Context: an optimization exercise on an open-source flow, tuned for small area, a short achievable clock period and few clock cycles. The choices shown serve that exercise and are no tape-out recipe.
Where RTL was checked, it was by simulation tests only, not by an equivalence proof against the original.
No activity file was given, so power comes from the tool's default toggle rates.

==> flow/design.v (excerpt) <==
module anc_w334_to_gump (
    input  wire        clk,
    input  wire        rst,
    input  wire        in_valid,
    output wire        in_ready,
    input  wire [31:0] in_data,
    input  wire        in_two,
    input  wire        in_last,
    input  wire [12:0] in_loc,
    output wire        out_valid,
    input  wire        out_ready,
    output wire [31:0] out_data,
    output wire [1:0]  out_cnt
);
    localparam S  = 132;         
    localparam [7:0] SM1 = S - 1;
    localparam [7:0] TAP = S - 2;   
    reg  [15:0] ring [0:S-1];
    wire [15:0] rw = ring[S-1];      
    wire [15:0] rt = ring[TAP];      
    function [7:0] modinc(input [7:0] x);
        modinc = (x == SM1) ? 8'd0 : x + 8'd1;
    endfunction
    reg [12:0] q_loc0, q_loc1;
    reg [7:0]  qa1;
    reg [1:0]  q_cnt;
    reg [7:0]  hage;
    reg        hread;            
    reg        patch;            
    reg        h_tap;            
    wire       patch0 = patch && (hage[7:3] == 5'd0);
    wire [15:0] ploc  = {3'b000, q_loc0};
    reg  [7:0] p_r;                  
    reg        r_at;                 
    reg  [7:0] occ;                  
    reg        occ_z, occ_S;         
    reg  [5:0] ccnt;                 
    reg        c_z;                  
    reg  [1:0] rj;                   
    reg        r_start;              
    reg  [7:0] rleft;                
    reg        rpar;                 
    reg  [7:0] rsum;
    reg  [6:0] rline;
    reg  [16:0] oq0, oq1;
    reg        oq_w, oq_r;           
    reg  [1:0] oq_n;                 
    reg        ovalid;               
    reg  [16:0] ohead;
    wire r_byp   = r_start && c_z && h_tap;
    wire r_ok    = !r_start || !c_z || h_tap;
    wire rd      = r_at && !occ_z && r_ok && (oq_n != 2'd2);
  ...
Size: about 3,800 cells after synthesis, ~2,400 flip-flops, about 87 I/O pins, ~57,000 um^2 of cells after synthesis.
export LEC_CHECK = 0
export ABC_CLOCK_PERIOD_IN_PS = 3000
export CAP_MARGIN = 20
export CORE_MARGIN = 2
export CORE_UTILIZATION = 60
export CTS_CLUSTER_DIAMETER = 100
export CTS_CLUSTER_SIZE = 26
export SLEW_MARGIN = 20
create_clock -name core_clock -period 10.0 [get_ports {clk}]
standard.sh (not shown) runs the stock make flow with config.mk's settings and CLKGATE_MAP_FILE= SYNTH_SCRIPT=/design/flow/synth_recipe.tcl, a recipe that flattens the netlist after the stock synthesis.
==> flow/flow/run.sh <==
#!/bin/bash
set -euo pipefail
export SETUP_SLACK_MARGIN=7.2
export BUFFER_PORTS_ARGS="-buffer_cell sky130_fd_sc_hd__buf_4"
bash standard.sh > standard.log 2>&1
==> next run, changes <==
--- a/flow/design.v
+++ b/flow/design.v
@@ -9,52 +9,49 @@
     input  wire [12:0] in_loc,
     output wire        out_valid,
     input  wire        out_ready,
     output wire [31:0] out_data,
     output wire [1:0]  out_cnt
 );
-    localparam S  = 132;         
+    localparam S  = 133;         
     localparam [7:0] SM1 = S - 1;
-    localparam [7:0] TAP = S - 2;   
+    localparam [7:0] TAP = S - 3;   
     reg  [15:0] ring [0:S-1];
     wire [15:0] rw = ring[S-1];      
     wire [15:0] rt = ring[TAP];      
     function [7:0] modinc(input [7:0] x);
         modinc = (x == SM1) ? 8'd0 : x + 8'd1;
     endfunction
     reg [12:0] q_loc0, q_loc1;
     reg [7:0]  qa1;
     reg [1:0]  q_cnt;
     reg [7:0]  hage;
-    reg        hread;            
     reg        patch;            
     reg        h_tap;            
     wire       patch0 = patch && (hage[7:3] == 5'd0);
-    wire [15:0] ploc  = {3'b000, q_loc0};
+    wire [15:0] ploc  = {3'b001, q_loc0};              
     reg  [7:0] p_r;                  
     reg        r_at;                 
     reg  [7:0] occ;                  
     reg        occ_z, occ_S;         
-    reg  [5:0] ccnt;                 
-    reg        c_z;                  
     reg  [1:0] rj;                   
     reg        r_start;              
     reg  [7:0] rleft;                
     reg        rpar;                 
     reg  [7:0] rsum;
     reg  [6:0] rline;
     reg  [16:0] oq0, oq1;
     reg        oq_w, oq_r;           
     reg  [1:0] oq_n;                 
     reg        ovalid;               
     reg  [16:0] ohead;
-    wire r_byp   = r_start && c_z && h_tap;
-    wire r_ok    = !r_start || !c_z || h_tap;
+    wire r_pat   = rt[13];               
+    wire r_ok    = !r_start || r_pat || h_tap;
     wire rd      = r_at && !occ_z && r_ok && (oq_n != 2'd2);
     wire r_fin   = (rj == 2'd3) && (rleft == 8'd1);
-    wire [12:0] rloc = c_z ? q_loc0 : rt[12:0];
+    wire [12:0] rloc = r_pat ? rt[12:0] : q_loc0;
     wire [7:0]  rsum_a = rsum + rt[7:0];
     wire [7:0]  rsum_b = rsum_a + rt[15:8];
     reg  [15:0] rdata;
     reg         rcnt;
     always @(*) begin
         rcnt  = 1'b1;
@@ -113,13 +110,13 @@
     wire bw       = has_lo || in2 || inl;               
     wire wr_beat  = consume && !discard && bw;
     wire wr_flush = flushp && !rej_r && w_at && !occ_S;
     wire wr       = wr_beat || wr_flush;
     wire [15:0] wslot = has_lo ? {wa, lo} : {wb, wa};
     wire        is_h  = (wcount[8:1] == 8'd0);          
-    wire [15:0] wslot_m = {wslot[15:13], is_h ? 13'd0 : wslot[12:0]};
+    wire [15:0] wslot_m = {wslot[15:14], is_h ? 14'd0 : wslot[13:0]};
     always @(posedge clk)
         ring[0] <= wr_beat ? wslot_m : (rw | (patch0 ? ploc : 16'd0));
     genvar gi;
     generate
         for (gi = 1; gi < S; gi = gi + 1) begin : g_ring
             if (gi % 8 == 0) begin : g_patch
@@ -130,16 +127,12 @@
                 always @(posedge clk)
                     ring[gi] <= ring[gi-1];
             end
         end
     endgenerate
     wire       pop   = patch;
-    wire       c_inc = patch && !hread;
-    wire       c_dec = rd && r_start && !r_byp;
-    wire [5:0] ccnt_n = (c_inc && !c_dec) ? ccnt + 6'd1 :
-                        (c_dec && !c_inc) ? ccnt - 6'd1 : ccnt;
     wire [7:0] hpos   = hcur;                          
     wire [7:0] occ_p1 = occ + 8'd1;
     wire [7:0] occ_m1 = occ - 8'd1;
     wire [7:0] occ_r  = occ - nsw;                     
     wire [7:0] occ_rm = occ_r - 8'd1;
     wire [7:0] occ_n  = rej_r ? (rd ? occ_rm : occ_r) :
@@ -176,26 +169,24 @@
     wire w_at_n     = (p_w_n == SM1);
     wire ibv_n      = take || (ibv && !consume);
     wire inl_n      = take ? in_last : inl;
     wire proc_pre_n = !reject && !flushp_n && !(inl_n && q_cnt_n == 2'd2);
     wire disc_n     = !end_pkt && (discard || (consume && ((wcount >= 9'd261) ||
                                                             (in2 && wcount == 9'd260))));
-    wire can_proc_p = proc_pre_n && (disc_n || (w_at_n && !occ_S_n));
+    wire full_p     = !rej_r && (occ_S || (occ_Sm1 && wr));
+    wire can_proc_p = proc_pre_n && (disc_n || (w_at_n && !full_p));
     always @(posedge clk) begin
         if (rst) begin
             q_cnt      <= 2'd0;
-            hread      <= 1'b0;
             patch      <= 1'b0;
             h_tap      <= 1'b0;
             p_r        <= SM1;
             r_at       <= 1'b0;
             occ        <= 8'd0;
             occ_z      <= 1'b1;
             occ_S      <= 1'b0;
-            ccnt       <= 6'd0;
-            c_z        <= 1'b1;
             rj         <= 2'd0;
             r_start    <= 1'b1;
             ovalid     <= 1'b0;
             oq_n       <= 2'd0;
             oq_w       <= 1'b0;
             oq_r       <= 1'b0;
@@ -209,18 +200,12 @@
             in_ready_r <= 1'b1;
             cpp_r      <= 1'b1;
         end else begin
             q_cnt <= q_cnt_n;
             patch <= q_head_n && (hage_n[2:0] == 3'd0);
             h_tap <= q_head_n && (from1 ? (qa1 == TAP) : fromw ? (hcur == TAP) : (hage == TAP));
-            if (pop)
-                hread <= 1'b0;
-            else if (rd && r_byp)
-                hread <= 1'b1;
-            ccnt <= ccnt_n;
-            c_z  <= (ccnt_n == 6'd0);
             oq_w   <= oq_w ^ rd;
             oq_r   <= o_rn;
             oq_n   <= o_left + {1'b0, rd};
             ovalid <= (o_left != 2'd0) || rd;
             rj      <= rj_n;
             r_start <= (rj_n == 2'd0);
Outcome:
- core utilization is about the same
- first-iteration DRC count is higher by 13%
- sequential cell count went up by 8
- sequential share of layout area barely changes
- power goes up by 1.2%
No functional check of the RTL was part of any run of this note.

---

anc_w334_to_gump, a different RTL version from the one above (not shown whole).
Size in the first run: roughly 2300 flip-flops, ~0.057 sq mm of cells after synthesis.
Settings: LEC_CHECK=0, ABC_CLOCK_PERIOD_IN_PS=3000, CAP_MARGIN=20, CORE_MARGIN=2, CORE_UTILIZATION=40, CTS_CLUSTER_DIAMETER=100, CTS_CLUSTER_SIZE=26, SLEW_MARGIN=20; clock period 10.0 ns.
==> flow/flow/run.sh <==
#!/bin/bash
set -euo pipefail
export SETUP_SLACK_MARGIN=6
export BUFFER_PORTS_ARGS="-buffer_cell sky130_fd_sc_hd__buf_4"
bash standard.sh > standard.log 2>&1
Change:
--- a/flow/design.v
+++ b/flow/design.v
@@ -132,35 +132,30 @@
     wire [1:0] q_left  = q_cnt - {1'b0, pop};          
     wire [1:0] q_cnt_n = q_left + {1'b0, accept};
     wire [7:0] rj_n = rd ? (r_fin ? 8'd0 : rj + 8'd1) : rj;
     wire [7:0] hage_inc = modinc(hage);
     wire [7:0] qa1_inc  = modinc(qa1);
     wire [7:0] hcur_inc = modinc(hcur);
     wire       from1    = pop && (q_cnt != 2'd1);
     wire       fromw    = !from1 && (q_left == 2'd0);
     wire [7:0] hage_n   = from1 ? qa1_inc : fromw ? hcur_inc : hage_inc;
     wire [7:0] qa1_n    = (accept && q_left == 2'd1) ? hcur_inc : qa1_inc;
     wire [7:0] hcur_n   = (wr_beat && nsw_z) ? 8'd1 : hcur_inc;
     wire       q_head_n = (q_cnt_n != 2'd0);
-    wire occ_1      = (occ == 8'd1);
-    wire occ_Sm1    = (occ == SM1);
-    wire occ_z_n    = rej_r ? ((occ_r == 8'd0) || ((occ_r == 8'd1) && rd)) :
-                      (occ_z && (wr == rd)) || (occ_1 && rd && !wr);
-    wire occ_S_n    = !rej_r && ((occ_S && (wr == rd)) || (occ_Sm1 && wr && !rd));
+    wire occ_S_n    = (occ_n == S);
     wire w_at_n     = (p_w_n == SM1);
     wire ibv_n      = take || (ibv && !consume);
     wire inl_n      = take ? in_last : inl;
-    wire proc_pre_n = !reject && !flushp_n && !(inl_n && q_cnt_n == 2'd2);
-    wire disc_n     = (wcount_n >= 9'd262);
-    wire can_proc_n = proc_pre_n && (disc_n || (w_at_n && !occ_S_n));
+    wire can_proc_n = !reject && !flushp_n && !(inl_n && q_cnt_n == 2'd2) &&
+                      ((wcount_n >= 9'd262) || (w_at_n && !occ_S_n));
     always @(posedge clk) begin
         if (rst) begin
             q_cnt      <= 2'd0;
             hread      <= 1'b0;
             patch      <= 1'b0;
             h_tap      <= 1'b0;
             p_r        <= SM1;
             r_at       <= 1'b0;
             occ        <= 8'd0;
             occ_z      <= 1'b1;
             occ_S      <= 1'b0;
             ccnt       <= 6'd0;
@@ -224,25 +219,25 @@
                         else if (rpar)
                             odata <= {rsum_a, rt[7:0]};
                         else begin
                             odata <= {8'h00, rsum};
                             ocnt  <= 1'b0;
                         end
                     end
                 endcase
             end
             rj      <= rj_n;
             r_start <= (rj_n == 8'd0);
             occ     <= occ_n;
-            occ_z   <= occ_z_n;
+            occ_z   <= (occ_n == 8'd0);
             occ_S   <= occ_S_n;
             p_r     <= p_r_n;
             r_at    <= (p_r_n == SM2);
             if (consume)
                 lo <= has_lo ? wb : wa;
             if (consume) begin
                 if (w5)
                     rem <= in2 ? {1'b0, wa} : {1'b0, wa} + 9'd1;
                 else if (in2 && (wcount == 9'd4))
                     rem <= {1'b0, wb} + 9'd1;
                 else
                     rem <= in2 ? rem_m2 : rem_m1;
The changed run finished with timing, DRC and antenna clean.
Final cell count stays flat.
First-iteration DRC count rises by 8.4%.
Utilization barely changes.
Clock-buffer cell count does not change.
Power increases by 0.49%.
Non-clock buffer count does not change.
Testbench counts after the change, summed over its fixed seeds: cycles 17,261.
For the first run of this note, only the layout was checked, not whether the RTL still works.

---

## garnet
Another version of the RTL of anc_w334_to_gump (not shown whole).
For scale: roughly 2300 flip-flops, ~87 I/O pins, roughly 0.058 mm² of cells after synthesis.
clock: 10.0 ns
lec_check: 0
abc_clock_period_in_ps: 3000
cap_margin: 20
core_margin: 2
core_utilization: 60
cts_cluster_diameter: 100
cts_cluster_size: 26
slew_margin: 20
==> flow/flow/run.sh <==
#!/bin/bash
set -euo pipefail
export SETUP_SLACK_MARGIN=7.2
export BUFFER_PORTS_ARGS="-buffer_cell sky130_fd_sc_hd__buf_4"
bash standard.sh > standard.log 2>&1
--- input diff garnet..violet ---
-- flow/design.v --
<<< garnet, line 13
    output wire [1:0]  out_cnt
);
    localparam S  = 132;         
    localparam [7:0] SM1 = S - 1;
    localparam [7:0] TAP = S - 2;   
    reg  [15:0] ring [0:S-1];
    wire [15:0] rw = ring[S-1];      
    wire [15:0] rt = ring[TAP];      
    function [7:0] modsub(input [7:0] a, input [7:0] b);
        reg [8:0] d;
        begin
            d = {1'b0, a} - {1'b0, b};
            modsub = d[8] ? d[7:0] + S : d[7:0];
        end
    endfunction
    function [7:0] modinc(input [7:0] x);
        modinc = (x == SM1) ? 8'd0 : x + 8'd1;
>>> violet, line 13
    output wire [1:0]  out_cnt
);
    localparam S  = 133;         
    localparam [7:0] SM1 = S - 1;
    localparam [7:0] TAP = S - 3;   
    reg  [15:0] ring [0:S-1];
    wire [15:0] rw = ring[S-1];      
    wire [15:0] rt = ring[TAP];      
    function [7:0] modinc(input [7:0] x);
        modinc = (x == SM1) ? 8'd0 : x + 8'd1;
<<< garnet, line 94
    reg  [8:0] rem;                  
    reg  [7:0] hcur;                 
    reg        rej_r;                
    reg        ibv;
>>> violet, line 87
    reg  [8:0] rem;                  
    reg  [7:0] hcur;                 
    reg  [7:0] nsw;                  
    reg        rej_r;                
    reg        ibv;
<<< garnet, line 103
    wire       has_lo  = wcount[0];
    wire       discard = (wcount >= 9'd262);
    wire eq1  = (rem == 9'd1);
    wire eq2  = (rem == 9'd2);
>>> violet, line 97
    wire       has_lo  = wcount[0];
    wire       discard = (wcount >= 9'd262);
    wire       nsw_z   = (nsw == 8'd0);
    wire eq1  = (rem == 9'd1);
    wire eq2  = (rem == 9'd2);
<<< garnet, line 146
    wire [7:0] occ_p1 = occ + 8'd1;
    wire [7:0] occ_m1 = occ - 8'd1;
    wire [7:0] occ_r  = modinc(modsub(p_r, hcur));
    wire [7:0] occ_rm = occ_r - 8'd1;
    wire [7:0] occ_n  = rej_r ? (rd ? occ_rm : occ_r) :
>>> violet, line 141
    wire [7:0] occ_p1 = occ + 8'd1;
    wire [7:0] occ_m1 = occ - 8'd1;
    wire [7:0] occ_r  = occ - nsw;                     
    wire [7:0] occ_rm = occ_r - 8'd1;
    wire [7:0] occ_n  = rej_r ? (rd ? occ_rm : occ_r) :
<<< garnet, line 152
                        (rd && !wr) ? occ_m1 : occ;
    wire flushp_n = (flushp && !wr_flush && !rej_r) || (accept && has_lo && in2);
    wire realign  = occ_z && !wr && !rej_r && (wcount_n[8:1] == 8'd0) && !flushp_n;
    wire [7:0] p_w_inc = (p_w == SM1) ? 8'd0 : p_w + 8'd1;
    wire [7:0] p_r_inc = (p_r == SM1) ? 8'd0 : p_r + 8'd1;
>>> violet, line 147
                        (rd && !wr) ? occ_m1 : occ;
    wire flushp_n = (flushp && !wr_flush && !rej_r) || (accept && has_lo && in2);
    wire [7:0] nsw_n = (accept || rej_r) ? 8'd0 : wr_beat ? nsw + 8'd1 : nsw;
    wire realign  = occ_z && !wr && !rej_r && (nsw_n == 8'd0) && !flushp_n;
    wire [7:0] p_w_inc = (p_w == SM1) ? 8'd0 : p_w + 8'd1;
    wire [7:0] p_r_inc = (p_r == SM1) ? 8'd0 : p_r + 8'd1;
<<< garnet, line 171
    wire [7:0] hage_n   = from1 ? qa1_inc : fromw ? hcur_inc : hage_inc;
    wire [7:0] qa1_n    = (accept && q_left == 2'd1) ? hcur_inc : qa1_inc;
    wire [7:0] hcur_n   = (wr_beat && is_h) ? 8'd1 : hcur_inc;
    wire       q_head_n = (q_cnt_n != 2'd0);
    wire occ_1      = (occ == 8'd1);
>>> violet, line 167
    wire [7:0] hage_n   = from1 ? qa1_inc : fromw ? hcur_inc : hage_inc;
    wire [7:0] qa1_n    = (accept && q_left == 2'd1) ? hcur_inc : qa1_inc;
    wire [7:0] hcur_n   = (wr_beat && nsw_z) ? 8'd1 : hcur_inc;
    wire       q_head_n = (q_cnt_n != 2'd0);
    wire occ_1      = (occ == 8'd1);
<<< garnet, line 184
    wire disc_n     = !end_pkt && (discard || (consume && ((wcount >= 9'd261) ||
                                                            (in2 && wcount == 9'd260))));
    wire can_proc_p = proc_pre_n && (disc_n || (w_at_n && !occ_S_n));
    always @(posedge clk) begin
        if (rst) begin
>>> violet, line 180
    wire disc_n     = !end_pkt && (discard || (consume && ((wcount >= 9'd261) ||
                                                            (in2 && wcount == 9'd260))));
    wire full_p     = !rej_r && (occ_S || (occ_Sm1 && wr));
    wire can_proc_p = proc_pre_n && (disc_n || (w_at_n && !full_p));
    always @(posedge clk) begin
        if (rst) begin
<<< garnet, line 208
            wcount     <= 9'd0;
            flushp     <= 1'b0;
            rej_r      <= 1'b0;
            ibv        <= 1'b0;
>>> violet, line 205
            wcount     <= 9'd0;
            flushp     <= 1'b0;
            nsw        <= 8'd0;
            rej_r      <= 1'b0;
            ibv        <= 1'b0;
<<< garnet, line 234
            r_at    <= (p_r_n == TAP);
            wcount   <= wcount_n;
            flushp   <= flushp_n;
            rej_r    <= reject;
>>> violet, line 232
            r_at    <= (p_r_n == TAP);
            wcount   <= wcount_n;
            nsw      <= nsw_n;
            flushp   <= flushp_n;
            rej_r    <= reject;
[summary]
Re fraction of area in registers: violet is 2.2 points up on garnet. The setup slack number comes out higher for violet vs garnet. [violet] sequential share of the synthesized area rose 0.45 points relative to garnet. violet vs. garnet: power of the combinational group went down by about 56%. Compared with garnet, violet shows a lower growth of design area from synthesis to finish. met2 demand-to-capacity share in global routing ends up higher on garnet. violet: post-place setup slack is 280 ps higher than what garnet reported. The lower final routed wirelength across all metal layers came out of violet.
Testbench counts of violet, summed over its fixed seeds: cycles 17,261.
No functional check of the RTL was part of garnet.

-- port drivers added, routing unchanged --
Ports are ideal in the flow. The routed layouts listed here were re-timed in OpenROAD.
Step 1 assumes that a clkbuf_16 drives the clock port and a buf_2 every other input.
Step 2 moves the port delays by t, midway between the first and last clock arrival at a register: inputs arrive t later, outputs are due t later. That takes back most of the time a late clock gives input paths.
Three values: ideal, step 1, step 2; two values: the first two.
| run | t, ns | setup slack, ns | latest minus earliest clock arrival (ns) | slew at the worst register clock pin (ns) | worst data-port slew with drivers (ns) |
|---|---|---|---|---|---|
| the first run of note 1 | 0.757 | 6.827 / 6.764 / 6.592 | 0.034 / 0.034 | 0.11 / 0.11 | 0.07 |
| the second run of note 1 | 0.752 | 6.840 / 6.777 / 6.684 | 0.029 / 0.030 | 0.11 / 0.11 | 0.05 |
| the first run of note 2 | 0.780 | 6.357 / 6.396 / 5.616 | 0.070 / 0.070 | 0.11 / 0.11 | 0.05 |
| the second run of note 2 | 0.775 | 6.373 / 6.373 / 5.635 | 0.095 / 0.095 | 0.11 / 0.11 | 0.05 |
| garnet | 0.765 | 6.587 / 6.587 / 6.527 | 0.039 / 0.038 | 0.11 / 0.11 | 0.04 |
| violet | 0.764 | 6.865 / 6.793 / 6.554 | 0.034 / 0.033 | 0.10 / 0.10 | 0.05 |
After both steps setup and hold are still met in every run listed. The setup slack of the first run of note 2, which loses most, moves by +0.039 ns with the drivers and by -0.741 ns with both steps.
